What follows belongs to an exercise in optimizing a design on an open flow for small area; a production flow would make more cautious choices.
In this exercise RTL edits were held to simulation tests only and were not proved equivalent to the original.

==> 02-07: inputs <==
==> flow/design.v (excerpt) <==
module sfr_rx (
    input  wire        clk,
    input  wire        rst,
    input  wire        in_valid,
    input  wire [9:0]  in_cmd,
    output wire        out_valid,
    output wire [1:0]  out_kind,
    output wire [7:0]  out_byte,
    output wire [94:0] out_rec,
    output wire [15:0] ck_value
);
==> module sfr_rx, before the edit <==
module sfr_rx (
    input  wire        clk,
    input  wire        rst,
    input  wire        in_valid,
    input  wire [9:0]  in_cmd,
    output wire        out_valid,
    output wire [1:0]  out_kind,
    output wire [7:0]  out_byte,
    output wire [94:0] out_rec,
    output wire [15:0] ck_value
);
    localparam [7:0] START0 = 8'hA0;
    localparam [7:0] START1 = 8'hA2;
    localparam [7:0] END0   = 8'hB0;
    localparam [7:0] END1   = 8'hB3;
    reg        mode;    
    reg        x;       
    reg        eb, ee, ea;    
    reg [7:0]  pend;
    reg [16:0] n;
    reg [7:0]  lh, ll, rid, t1, t0;
    reg [14:0] racc;
    reg [14:0] tacc;
    wire [1:0] op   = in_cmd[9:8];
    wire [7:0] data = in_cmd[7:0];
    wire rxb   = in_valid & (op == 2'b00);
    wire flush = in_valid & (op == 2'b01);
    wire endm  = mode & x & (pend == END0) & (data == END1);
    wire entry = rxb & ~mode & x & (data == START1);
    wire conf  = rxb & mode & x & ~endm;
    wire runt  = ~|n[16:2];
    wire sat   = &n;
    always @(posedge clk) begin
        if (rst) begin
            mode <= 1'b0;
            x    <= 1'b0;
            eb   <= 1'b0;
            ee   <= 1'b0;
            ea   <= 1'b0;
        end else begin
            eb <= conf;
            ee <= rxb & endm;
            ea <= flush & mode;
            if (flush) begin
                mode <= 1'b0;
                x    <= 1'b0;
            end else if (rxb) begin
                if (!mode) begin
                    mode <= entry;
                    x    <= ~entry & (data == START0);
                end else if (endm) begin
                    mode <= 1'b0;
                    x    <= 1'b0;
                end else begin
                    x    <= 1'b1;
                end
            end
        end
    end
    always @(posedge clk) begin
        if (rxb) pend <= data;
        if (conf) begin
            t1   <= t0;
            t0   <= pend;
            racc <= runt ? 15'd0 : racc + {7'd0, t1};
        end
        if (conf && n == 17'd2) begin
            lh  <= t1;
            ll  <= t0;
            rid <= pend;
        end
        if (entry) n <= 17'd0;
        else if (conf && !sat) n <= n + 17'd1;
    end
    always @(posedge clk) begin
        if (rst) tacc <= 15'd0;
        else if (in_valid && op[1]) tacc <= op[0] ? tacc + {7'd0, data} : 15'd0;
    end
    wire [16:0] act_len  = {n[16:2] - 15'd1, n[1:0]};
    wire        len_err  = ({1'b0, lh, ll} != act_len);
    wire        chk_err  = ({t1, t0} != {1'b0, racc});
    wire        ok       = ~len_err & ~chk_err;
    wire        ge5      = ~runt & ~(n[16:2] == 15'd1 && n[1:0] == 2'd0);
    wire        g        = ee & ~runt;
    wire        gi       = g & ge5;
    assign out_rec = {
        g & ok,
        ee & (runt | chk_err),
        ee & (runt | len_err),
        ee & runt,
        gi & ok,
        {8{gi}} & rid,
        {16{g}} & {1'b0, racc},
        {16{g}} & {t1, t0},
        {16{g}} & {lh, ll},
        {17{g}} & act_len,
        {17{ee | ea}} & n
    };
    assign out_byte  = {8{eb}} & t0;
    assign out_valid = eb | ee | ea;
    assign out_kind  = {ea, ee};
    assign ck_value  = {1'b0, tacc};
endmodule
clock: 5.0 ns
lec_check: 0
cap_margin: 20
core_margin: 2
core_utilization: 40
place_density: 0.6
slew_margin: 20
run.sh (not shown) runs the stock make flow with config.mk's settings and CLKGATE_MAP_FILE= SYNTH_SCRIPT=/design/flow/synth_recipe.tcl, a recipe that flattens the netlist after the stock synthesis.
==> 10-11 (differences from 02-07) <==
--- a/flow/design.v
+++ b/flow/design.v
@@ -16,9 +16,11 @@
     reg        mode;    
     reg        x;       
     reg        eb, ee, ea;    
-    reg [7:0]  pend;
+    reg [7:0]  pend_n;
     reg [16:0] n;
-    reg [7:0]  lh, ll, rid, t1, t0;
+    reg [7:0]  lh_n, ll_n, rid_n, t1_n, t0_n;
+    wire [7:0] pend = ~pend_n;
+    wire [7:0] lh = ~lh_n, ll = ~ll_n, rid = ~rid_n, t1 = ~t1_n, t0 = ~t0_n;
     reg [14:0] racc;
     reg [14:0] tacc;
     wire [1:0] op   = in_cmd[9:8];
@@ -58,17 +60,17 @@
         end
     end
     always @(posedge clk) begin
-        if (rxb) pend <= data;
+        if (rxb) pend_n <= ~data;
         if (conf) begin
-            t1   <= t0;
-            t0   <= pend;
-            racc <= runt ? 15'd0 : racc + {7'd0, t1};
+            t1_n <= t0_n;
+            t0_n <= pend_n;
         end
         if (conf && n == 17'd2) begin
-            lh  <= t1;
-            ll  <= t0;
-            rid <= pend;
+            lh_n  <= t1_n;
+            ll_n  <= t0_n;
+            rid_n <= pend_n;
         end
+        racc <= (conf & runt) ? 15'd0 : racc + {7'd0, t1 & {8{conf}}};
         if (entry) n <= 17'd0;
         else if (conf && !sat) n <= n + 17'd1;
     end
==> flow/flow/run.sh (new file) <==
#!/bin/bash
# Standard layout, with the smallest buffer on each input and output port.
set -euo pipefail
export BUFFER_PORTS_ARGS="-buffer_cell sky130_fd_sc_hd__buf_1"
bash standard.sh finish > flow_standard.log 2>&1
==> flow/standard.sh (new file) <==
#!/bin/bash
# synth_recipe.tcl (not shown) runs the flow's synth.tcl, then flattens the netlist and writes it again
# the make line also repeats each setting of config.mk as NAME=value (left out here)
make -C /OpenROAD-flow-scripts/flow DESIGN_CONFIG=/design/flow/config.mk WORK_HOME=/design/flow/orfs CLKGATE_MAP_FILE= SYNTH_SCRIPT=/design/flow/synth_recipe.tcl "${@:-finish}"
removed: flow/run.sh
==> comparison table <==
| item | 10-11 | 02-07 |
|---|---|---|
| Result of the run | timing/DRC/antenna clean | timing/DRC/antenna clean |
| Placed wire-length estimate after detailed placement | 11.8 mm | 12.2 mm |
| Filler-free cell count of the finished design | 924 | 918 |
| Layout overhead on the synthesized area | 15.5% | 30.6% |
| Transition at the pin with the smallest max-transition slack | 1030 ps | 978 ps |
| Worst-case hold slack | 481 ps | 476 ps |
| Maximum cell stage delay along the critical path | 510 ps | 740 ps |
| Global-route wire length before repair | 23.6 mm | 25.7 mm |
| Synthesized area per cell | 9.23 sq um | 9.57 sq um |
| Routed wire length | 15.4 mm | 16.3 mm |
| Total Nets Final | 777 | 767 |
| GRT Overall Usage | 20.4% | 20.6% |
| Post-Synth XOR/XNOR Area | 12.1% | 11.3% |
| Die Ht | 124 um | 125 um |
| Final critical-path required period | 4360 ps | 4680 ps |
| Placement Rows | 43 | 44 |
| Headroom to the max-slew limit | 31.2% | 34.0% |
| Distinct cell type count after synthesis | 63 | 57 |
| Nonclk buf count | 136 | 140 |
| Global-route met1 utilization | 26.4% | 28.5% |
| Layout fillers | 1362 | 1321 |

## static timing again, ports no longer ideal
No port has a modelled driver above. Below, the same layouts with a new extraction and two added sets of constraints. Step 1 sets driving cells, clkbuf_16 on the clock port and buf_2 on the other inputs (assumed; they add their load-dependent delay and slew). Step 2 also shifts input and output timing later by t, the mid clock arrival at the registers, as if the neighbouring blocks saw the same clock. Slacks: no drivers / after step 1 / after step 2; pairs: no drivers / after step 1.
run	shift t [ns]	setup WS [ns]	worst setup path at the end	cell pins on the clock port's net
02-07	0.384	0.318 / 0.280 / 0.664	register to output	1
10-11	0.377	0.645 / 0.607 / 0.742	input to register	1
After both steps setup and hold are still met in every run listed.
